What follows belongs to an exercise in optimizing a design on an open flow for small area; a production flow would make more cautious choices. Only simulation tests tie the RTL to the original design; equivalence was not proved. Power and IR drop assume default switching activity.

<file path="design/flow/config.mk">
export PLATFORM = sky130hd
export DESIGN_NAME = mucom_engine
export DESIGN_NICKNAME = mucom_engine
export VERILOG_FILES = /design/flow/design.v
export SDC_FILE = /design/flow/constraint.sdc
export NUM_CORES = 4
export LEC_CHECK = 0
export CAP_MARGIN = 20
export CORE_MARGIN = 2
export CORE_UTILIZATION = 40
export SLEW_MARGIN = 20
</file>
<file path="design/flow/constraint.sdc">
create_clock -name core_clock -period 10.0 [get_ports {clk}]
set_input_delay 2.0000 -clock core_clock [delete_from_list [all_inputs] [get_ports {clk}]]
set_output_delay 2.0000 -clock core_clock [all_outputs]
set_load 0.01 [all_outputs]
</file>
<file path="design/flow/design.v">
module mucom_engine (
    input  wire        clk,
    input  wire        rst,
    input  wire        cmd_valid,
    output wire        cmd_ready,
    input  wire [3:0]  cmd_op,
    input  wire [7:0]  cmd_index,
    input  wire [3:0]  cmd_size,
    input  wire [63:0] cmd_data,
    input  wire [15:0] cmd_ms,
    output reg         res_valid,
    output reg  [1:0]  res_status,
    output reg         res_got,
    output reg  [31:0] res_elapsed,
    output reg  [63:0] res_out,
    input  wire [31:0] now,
    input  wire        rx_valid,
    input  wire [7:0]  rx_byte,
    output wire        rx_ready,
    input  wire [15:0] tx_space,
    output wire        tx_valid,
    output wire [7:0]  tx_byte,
    input  wire        tx_ready,
    output wire        crit,
    output wire        flush_req,
    input  wire        flush_done,
    output wire        disp_valid,
    output reg  [1:0]  disp_kind,
    output reg  [3:0]  disp_dcnt,
    output reg  [71:0] disp_data,
    input  wire        reply_valid,
    input  wire [7:0]  reply_index,
    input  wire [3:0]  reply_size,
    input  wire [63:0] reply_data
);
    localparam [1:0] K_WREQ = 2'b00;
    localparam [1:0] K_RREQ = 2'b01;
    localparam [1:0] K_RRSP = 2'b10;
    localparam [1:0] K_EXEC = 2'b11;
    localparam [3:0] OP_SETTO = 4'd1, OP_GETLC = 4'd2, OP_POLL = 4'd3, OP_READ = 4'd4,
                     OP_WRITE = 4'd5, OP_INVOKE = 4'd6, OP_INVOKE0 = 4'd7;
    localparam [1:0] ST_OK = 2'd0, ST_ERR = 2'd1, ST_TIMEOUT = 2'd2, ST_COMM = 2'd3;
    localparam [15:0] HEADROOM_MIN = 16'd22;
    localparam [3:0] S_IDLE   = 4'd0,
                     S_POLL   = 4'd1,    
                     S_DISP   = 4'd2,    
                     S_RWAIT  = 4'd3,    
                     S_RSEND  = 4'd4,    
                     S_TXWAIT = 4'd5,    
                     S_TXCHK  = 4'd6,    
                     S_SEND   = 4'd7,    
                     S_FLUSH  = 4'd8,    
                     S_RSPCHK = 4'd9,    
                     S_DONE   = 4'd10;   
    localparam [1:0] R_POLLCMD = 2'd0, R_DRAIN = 2'd1, R_TXWAIT = 2'd2, R_RSPWAIT = 2'd3;
    function [3:0] rawlen;
        input [3:0] n;
        begin
            case (n)
                4'd1:    rawlen = 4'd2;
                4'd2:    rawlen = 4'd3;
                4'd3:    rawlen = 4'd5;
                4'd4:    rawlen = 4'd6;
                4'd5:    rawlen = 4'd7;
                4'd6:    rawlen = 4'd8;
                4'd7:    rawlen = 4'd9;
                4'd8:    rawlen = 4'd10;
                default: rawlen = 4'd11;
            endcase
        end
    endfunction
    function [87:0] pack;
        input [1:0]  kind;
        input [2:0]  cntf;
        input [3:0]  n;
        input [71:0] l;            
        reg   [71:0] s;            
        integer i, j;
        begin
            for (i = 0; i < 9; i = i + 1)
                s[71 - 8*i -: 8] = (i < n) ? l[8*i +: 8] : 8'h00;
            pack[87 -: 8] = {1'b1, kind, cntf, s[71:70]};
            for (j = 1; j < 11; j = j + 1)
                pack[87 - 8*j -: 8] = {1'b0, s[71 - 2 - 7*(j-1) -: 7]};
        end
    endfunction
    reg  [3:0]  state;
    reg  [1:0]  ret;
    reg  [3:0]  op;
    reg         got;
    reg  signed [15:0] timeout;
    reg  [31:0] lastcomm;
    reg  [31:0] t0;
    reg  [31:0] t0r;
    reg  [7:0]  req_index;
    reg  [3:0]  req_size;
    wire [31:0] elapsed_t0  = now - t0;
    wire [31:0] elapsed_t0r = now - t0r;
    wire [31:0] timeout_z   = {16'd0, timeout};
    wire        space_ok    = (tx_space >= HEADROOM_MIN);
    reg  [7:0]  txbuf  [0:10];
    reg  [3:0]  txlen;
    reg  [7:0]  rtxbuf [0:10];
    reg  [3:0]  rtxlen;
    reg  [3:0]  txidx;
    reg  [3:0]  cnt;
    reg  [1:0]  kind;
    reg  [3:0]  dcnt;
    reg  [7:0]  raw [0:10];
    reg  [3:0]  rsp_dcnt;
    reg  [71:0] rspb;
    wire        take     = (state == S_POLL) && rx_valid;
    wire        rx_start = rx_byte[7];
    wire [3:0]  need     = (kind == K_RREQ) ? 4'd2 :
                           (dcnt == 4'd1)   ? 4'd3 : dcnt + 4'd3;
    wire        complete = take && !rx_start && (cnt != 4'd0) && (cnt + 4'd1 >= need);
    reg  [7:0]  raw_now [0:10];
    integer j;
    always @(*) begin
        for (j = 0; j < 11; j = j + 1)
            raw_now[j] = (j == cnt) ? rx_byte : raw[j];
    end
    wire [71:0] stream = {raw_now[0][1:0],
                          raw_now[1][6:0], raw_now[2][6:0], raw_now[3][6:0],
                          raw_now[4][6:0], raw_now[5][6:0], raw_now[6][6:0],
                          raw_now[7][6:0], raw_now[8][6:0], raw_now[9][6:0],
                          raw_now[10][6:0]};
    reg  [71:0] unpacked;
    integer i;
    always @(*) begin
        for (i = 0; i < 9; i = i + 1)
            unpacked[8*i +: 8] = stream[71 - 8*i -: 8];
    end
    assign cmd_ready  = (state == S_IDLE);
    assign rx_ready   = (state == S_POLL);
    assign disp_valid = (state == S_DISP);
    assign crit       = (state == S_SEND) || (state == S_RSEND);
    assign tx_valid   = crit;
    assign tx_byte    = (state == S_RSEND) ? rtxbuf[txidx] : txbuf[txidx];
    assign flush_req  = (state == S_FLUSH);
    wire        reply_ok   = reply_valid && (disp_kind == K_RREQ) &&
                             (reply_size >= 4'd1) && (reply_size <= 4'd8);
    wire        size_ok    = (cmd_size >= 4'd1) && (cmd_size <= 4'd8);
    wire [87:0] cmd_frame  = pack((cmd_op == OP_WRITE) ? K_WREQ : K_EXEC,
                                  (cmd_op == OP_INVOKE0) ? 3'd0 : cmd_size[2:0] - 3'd1,
                                  (cmd_op == OP_INVOKE0) ? 4'd2 : cmd_size + 4'd1,
                                  (cmd_op == OP_INVOKE0) ? {64'd0, cmd_index}
                                                         : {cmd_data, cmd_index});
    wire [3:0]  cmd_len    = rawlen((cmd_op == OP_INVOKE0) ? 4'd2 : cmd_size + 4'd1);
    wire [87:0] req_frame  = pack(K_RREQ, req_size[2:0] - 3'd1, 4'd1, {64'd0, req_index});
    wire [87:0] rsp_frame  = pack(K_RRSP, reply_size[2:0] - 3'd1, reply_size + 4'd1,
                                  {reply_data, reply_index});
    integer m;
    always @(posedge clk) begin
        if (rst) begin
            state     <= S_IDLE;
            cnt       <= 4'd0;
            timeout   <= 16'sd100;
            lastcomm  <= 32'd0;
            res_valid <= 1'b0;
        end else begin
            res_valid <= 1'b0;
            case (state)
                S_IDLE: if (cmd_valid) begin
                    op <= cmd_op;
                    case (cmd_op)
                        OP_SETTO: begin
                            timeout    <= ($signed(cmd_ms) < 16'sd2) ? 16'sd2 : $signed(cmd_ms);
                            res_status <= ST_OK;
                            state      <= S_DONE;
                        end
                        OP_GETLC: begin
                            res_elapsed <= now - lastcomm;
                            res_status  <= ST_OK;
                            state       <= S_DONE;
                        end
                        OP_POLL: begin
                            got   <= 1'b0;
                            ret   <= R_POLLCMD;
                            state <= S_POLL;
                        end
                        OP_READ: begin
                            if (!size_ok) begin
                                res_status <= ST_ERR;
                                state      <= S_DONE;
                            end else begin
                                req_index <= cmd_index;
                                req_size  <= cmd_size;
                                got       <= 1'b0;
                                ret       <= R_DRAIN;
                                state     <= S_POLL;
                            end
                        end
                        OP_WRITE, OP_INVOKE, OP_INVOKE0: begin
                            if (!size_ok && cmd_op != OP_INVOKE0) begin
                                res_status <= ST_ERR;
                                state      <= S_DONE;
                            end else begin
                                for (m = 0; m < 11; m = m + 1)
                                    txbuf[m] <= cmd_frame[87 - 8*m -: 8];
                                txlen <= cmd_len;
                                t0    <= now;
                                state <= S_TXWAIT;
                            end
                        end
                        default: ;   
                    endcase
                end
                S_POLL: begin
                    if (!rx_valid) begin
                        case (ret)
                            R_POLLCMD: begin
                                res_got    <= got;
                                res_status <= ST_OK;
                                state      <= S_DONE;
                            end
                            R_DRAIN: begin
                                for (m = 0; m < 11; m = m + 1)
                                    txbuf[m] <= req_frame[87 - 8*m -: 8];
                                txlen <= 4'd2;
                                t0    <= now;
                                state <= S_TXWAIT;
                            end
                            R_TXWAIT:  state <= S_TXCHK;
                            default:   state <= S_RSPCHK;
                        endcase
                    end else if (rx_start) begin
                        raw[0] <= rx_byte;
                        cnt    <= 4'd1;
                        kind   <= rx_byte[6:5];
                        dcnt   <= {1'b0, rx_byte[4:2]} + 4'd1;
                    end else if (cnt != 4'd0) begin
                        raw[cnt] <= rx_byte;
                        if (complete) begin
                            cnt      <= 4'd0;
                            lastcomm <= now;
                            if (kind == K_RRSP) begin
                                got      <= 1'b1;
                                rsp_dcnt <= dcnt;
                                rspb     <= unpacked;
                            end else begin
                                disp_kind <= kind;
                                disp_dcnt <= dcnt;
                                disp_data <= unpacked;
                                state     <= S_DISP;
                            end
                        end else begin
                            cnt <= cnt + 4'd1;
                        end
                    end
                end
                S_DISP: begin
                    if (reply_ok) begin
                        for (m = 0; m < 11; m = m + 1)
                            rtxbuf[m] <= rsp_frame[87 - 8*m -: 8];
                        rtxlen <= rawlen(reply_size + 4'd1);
                        t0r    <= now;
                        state  <= S_RWAIT;
                    end else begin
                        state <= S_POLL;
                    end
                end
                S_RWAIT: begin
                    if (space_ok) begin
                        txidx <= 4'd0;
                        state <= S_RSEND;
                    end else if (elapsed_t0r >= timeout_z) begin
                        state <= S_POLL;        
                    end
                end
                S_RSEND: if (tx_ready) begin
                    if (txidx == rtxlen - 4'd1) state <= S_POLL;
                    else txidx <= txidx + 4'd1;
                end
                S_TXWAIT: begin
                    if (space_ok) begin
                        txidx <= 4'd0;
                        state <= S_SEND;
                    end else if (op == OP_READ) begin
                        ret   <= R_TXWAIT;
                        state <= S_POLL;
                    end else if (elapsed_t0 >= timeout_z) begin
                        res_status <= ST_OK;    
                        state      <= S_DONE;
                    end
                end
                S_TXCHK: begin
                    if (elapsed_t0 >= timeout_z) begin
                        res_status <= ST_TIMEOUT;
                        state      <= S_DONE;
                    end else begin
                        state <= S_TXWAIT;
                    end
                end
                S_SEND: if (tx_ready) begin
                    if (txidx == txlen - 4'd1) begin
                        if (op == OP_READ) begin
                            state <= S_FLUSH;
                        end else begin
                            res_status <= ST_OK;
                            state      <= S_DONE;
                        end
                    end else begin
                        txidx <= txidx + 4'd1;
                    end
                end
                S_FLUSH: if (flush_done) begin
                    t0    <= now;
                    got   <= 1'b0;
                    ret   <= R_RSPWAIT;
                    state <= S_POLL;
                end
                S_RSPCHK: begin
                    if (got) begin
                        if (rsp_dcnt != req_size || rspb[7:0] != req_index) begin
                            res_status <= ST_COMM;
                        end else begin
                            for (m = 0; m < 8; m = m + 1)
                                if (m < req_size) res_out[8*m +: 8] <= rspb[8*m + 8 +: 8];
                            res_status <= ST_OK;
                        end
                        state <= S_DONE;
                    end else if (elapsed_t0 >= timeout_z) begin
                        cnt        <= 4'd0;
                        res_status <= ST_TIMEOUT;
                        state      <= S_DONE;
                    end else begin
                        got   <= 1'b0;
                        state <= S_POLL;
                    end
                end
                S_DONE: begin
                    res_valid <= 1'b1;
                    state     <= S_IDLE;
                end
                default: state <= S_IDLE;
            endcase
        end
    end
endmodule
</file>
<file path="design/flow/run.sh">
#!/bin/bash
# synth_recipe.tcl (not shown) runs the flow's synth.tcl, then flattens the netlist and writes it again
# the make line also repeats each setting of config.mk as NAME=value (left out here)
make -C /OpenROAD-flow-scripts/flow DESIGN_CONFIG=/design/flow/config.mk WORK_HOME=/design/flow/orfs CLKGATE_MAP_FILE= SYNTH_SCRIPT=/design/flow/synth_recipe.tcl finish
</file>
==> run summary <==
==> cells in the mapped netlist, drive strengths merged, types with 19 or more instances <==
| cell type | count |
|---|---|
| a211oi | 19 |
| a21o | 51 |
| a21oi | 144 |
| a22o | 20 |
| a22oi | 39 |
| and2 | 142 |
| clkbuf | 63 |
| dfxtp | 57 |
| edfxtp | 578 |
| ha | 158 |
| inv | 166 |
| mux2 | 67 |
| mux2i | 46 |
| nand2 | 145 |
| nand2b | 23 |
| nand3 | 53 |
| nand4 | 24 |
| nor2 | 190 |
| nor2b | 51 |
| nor3 | 40 |
| o21ai | 87 |
| xnor2 | 63 |
| xor2 | 42 |
==> routing by layer <==
metal	part of all wire	wire, um
met1	0.44	39300
met2	0.46	41600
met3	0.079	7070
met4	0.018	1610
met5	0.0012	108
==> power breakdown <==
part | internal (W) | switching (W)
combinational | 0.000529 | 0.000751
clock | 0.00145 | 0.00112
sequential | 0.00299 | 0.0000492
==> cell families (layout without fill, tap and decap cells) <==
| family | Yosys count | in the layout | share of synthesized area |
|---|---|---|---|
| AOI/OAI and AO/OA | 512 | 512 | 0.113 |
| xor gates and xnor gates | 105 | 105 | 0.0296 |
| adders and majority gates | 162 | 162 | 0.0659 |
| buffers and inverters | 243 | 749 | 0.0302 |
| DFF | 635 | 635 | 0.596 |
| muxes | 113 | 113 | 0.0391 |
| other | 0 | 3 | 0 |
| and+or+nand+nor | 763 | 763 | 0.127 |
==> worst register-to-register path: cells and delay by family (launching register included) <==
kind / cells / cell delay (ns)
xor+xnor: 1 / 0.10
simple gates: 6 / 1.34
fa+ha+maj: 2 / 0.65
buf+inv: 1 / 0.04
flops: 1 / 0.32
compound gates: 8 / 2.40
==> state kept, by name (all words and copies together) (netlist names), 8 cells and up <==
| name | flops |
|---|---|
| res_elapsed | 32 |
| res_out | 64 |
| raw | 72 |
| t0r | 32 |
| t0 | 32 |
| txbuf | 77 |
| rtxbuf | 75 |
| disp_data | 72 |
| lastcomm | 32 |
| req_index | 8 |
| timeout | 16 |
| rspb | 72 |
==> final timing paths <==
path | from | end | slack [ns] | depth (start not counted)
hold / removal | rspb[25] | res_out[17] | 0.41 | 0
setup reg to reg | t0[6] | res_status[0] | 4.77 | 18
setup / recovery | now[6] | res_status[1] | 3.04 | 18
hold reg to reg | rspb[25] | res_out[17] | 0.41 | 0
==> final cells by class <==
cell class / instances / area share
flip-flops and latches: 635 / 0.476
multi-input cells: 1655 / 0.301
clock inverters: 37 / 0.0103
well taps: 1040 / 0.0335
inverters: 168 / 0.0162
repair buffers: 450 / 0.114
diodes: 3 / 0.000193
clock buffers: 94 / 0.0492
==> stage by stage <==
stage	total power, W	cells	setup slack (ns)	utilization
after CTS	0.00694	4079	2.81	0.503
after global placement	0.00435	3948	2.44	0.473
after global routing	0.00720	4080	2.84	0.503
after floorplan	0.00390	2533	2.88	-
final	0.00689	4082	3.04	0.504
after detailed placement	0.00436	3948	2.32	0.473
==> flow_summary.yaml <==
clock_network:
  cts_resized: 0
  htreeDepth: 3
  post-cts-setup-buffers: 0
  numCtsBuffers: 72
  clk_pin_slew_worst_paths_ns: 0.06
  cts_root_buf: "clkbuf_16"
  cts_tree: "built"
  worstSkewPairLatency_ns: 0.63
  clockBufferDepth: 3
  cts_sinks: 635
  hold_buffers: 0
power_and_ir_drop:
  power.density_mw_per_mm2: 177
  ir_drop_mv: 0.129
  p_leak_nw: 13.9
place:
  numPortBuffers: 425
  place_area_sq_mm: 0.0366
  gp_congestion: 0.879
  hpwlAfterDp_um: 65900
timing:
  max_slew.worst_pin.slew_ns: 1.11
  period_needed_ns: 6.96
  hold_viol: 0
  fmax_ghz: 0.144
  slew_headroom: 0.260
  setup_violations: 0
  timing.hold.ws_ns: 0.412
  rsz0062_at_grt: "no"
  finClkSkew_ns: 0.0418
  min_period_over_period: 0.696
  finalMaxSlewViolations: 0
  setup_tns_ns: 0
synthesis:
  avgSynthCellArea_sq_um: 12.3
  synth-edff-count: 578
  ys_async_sr_fraction: 0
  yosysTopAreaCell: "edfxtp_1"
  synth_area_leaders: "edfxtp_1 (56%), ha_1 (6.4%), dfxtp_1 (3.7%)"
  yosysSeqAreaShare: 0.596
  synth-warning-count: 4
  synth_nets: 2929
  synth_area_sq_mm: 0.0311
  synth_top_area_frac: 0.559
  ys_seq_elements: 635
  yosysUniqueCellTypes: 95
  ys.flop_type: "edfxtp_1"
  syn_inst: 2533
detailed_routing:
  drtAntennaViolNets: 0
  drc: 0
  post_drt_via_cell_ratio: 5.36
  drt_iter0_markers: 1660
  routed_wl_um: 89700
  vias: 21900
  firstDrtPassIters: 8
  wl_per_cell_um: 22.0
worst_setup_path:
  required_ns: 10.23
  critPathMaxStageDelay_ns: 0.90
  path_max_fanout: 7
  crit_path_cell_trace: "clkdlybuf4s50_1 -> ha_1 -> a21oi_1 -> o2bb2ai_1 -> a311oi_2 -> a21oi_2 -> nor2_1 -> xnor2_1 -> ha_1 -> nand4_1 -> or4_1 -> o2111ai_1 -> a2111oi_4 -> nand4_2 -> nor4b_4 -> nand3_4 -> a21oi_1 -> a2111oi_1"
  critPathLaunchType: "input port"
  crit_arrival_ns: 7.19
  crit_family: "compound AO/OA/AOI/OAI gates"
  critPathCaptureType: "flop"
  cp.buffers_inverters: 1
  crit_type: "input port to flop"
  slowest_stage: "a2111oi_1"
floorplanning:
  core_sq_mm: 0.0772
  io_pins: 427
  die-area_sq_mm: 0.0799
  die_y_um: 283
  num_rows: 102
  die_w_um: 283
  initial_utilization: 0.402
global_route:
  gr-total-overflow: 0
  top_usage_layer: "met2"
  grt_pass1_vias: 21800
  grtUsageTotal: 0.219
  grt_max_degree: 82
  use_met3: 0.0568
  grt_use_met2: 0.355
  antenna_found_initial: 12
  grtUsageMet1: 0.294
  grt_pass1_wl_um: 133000
layout:
  final_cell_mix: "edfxtp_1 (578), clkdlybuf4s50_1 (424), nor2_1 (187), inv_1 (165), ha_1 (158)"
  design_area_sq_mm: 0.0389
  fin_nets: 3378
  n_fill_cell: 6830
  layout_commonest_cell: "edfxtp_1"
  regArea_sq_mm: 0.0185
  synthToLayoutAreaGrowth_pct: 25.2
  multi_input_area_sq_mm: 0.0117
  drive_gt1_frac: 0.0757
min_path:
  hold_class: "flop to flop"
run:
  cap_violations: 0
outcome:
  status: "timing/DRC/antenna clean"

==> separate check: timing with driven ports <==
In the flow no input, the clock included, has a driving cell. The finished layout below was timed again as built, in two steps. Step 1 (the two cells are an assumption about what drives the block):
set clk [get_ports {clk}]
set_driving_cell -lib_cell sky130_fd_sc_hd__clkbuf_16 $clk
set_driving_cell -lib_cell sky130_fd_sc_hd__buf_2 [delete_from_list [all_inputs] $clk]
Step 2 also shifts input and output timing later by t, the mid clock arrival at the registers, as if the neighbouring blocks saw the same clock. a / b / c = ideal / step 1 / step 2; a / b = the first two.
shift t [ns]: 0.684
slack for setup (ns): 3.037 / 3.087 / 2.403
slew at the worst register clock pin (ns): 0.06 / 0.06
After both steps this run still meets setup and hold. The setup slack of this run moves by +0.050 ns with the drivers and by -0.634 ns with both steps.
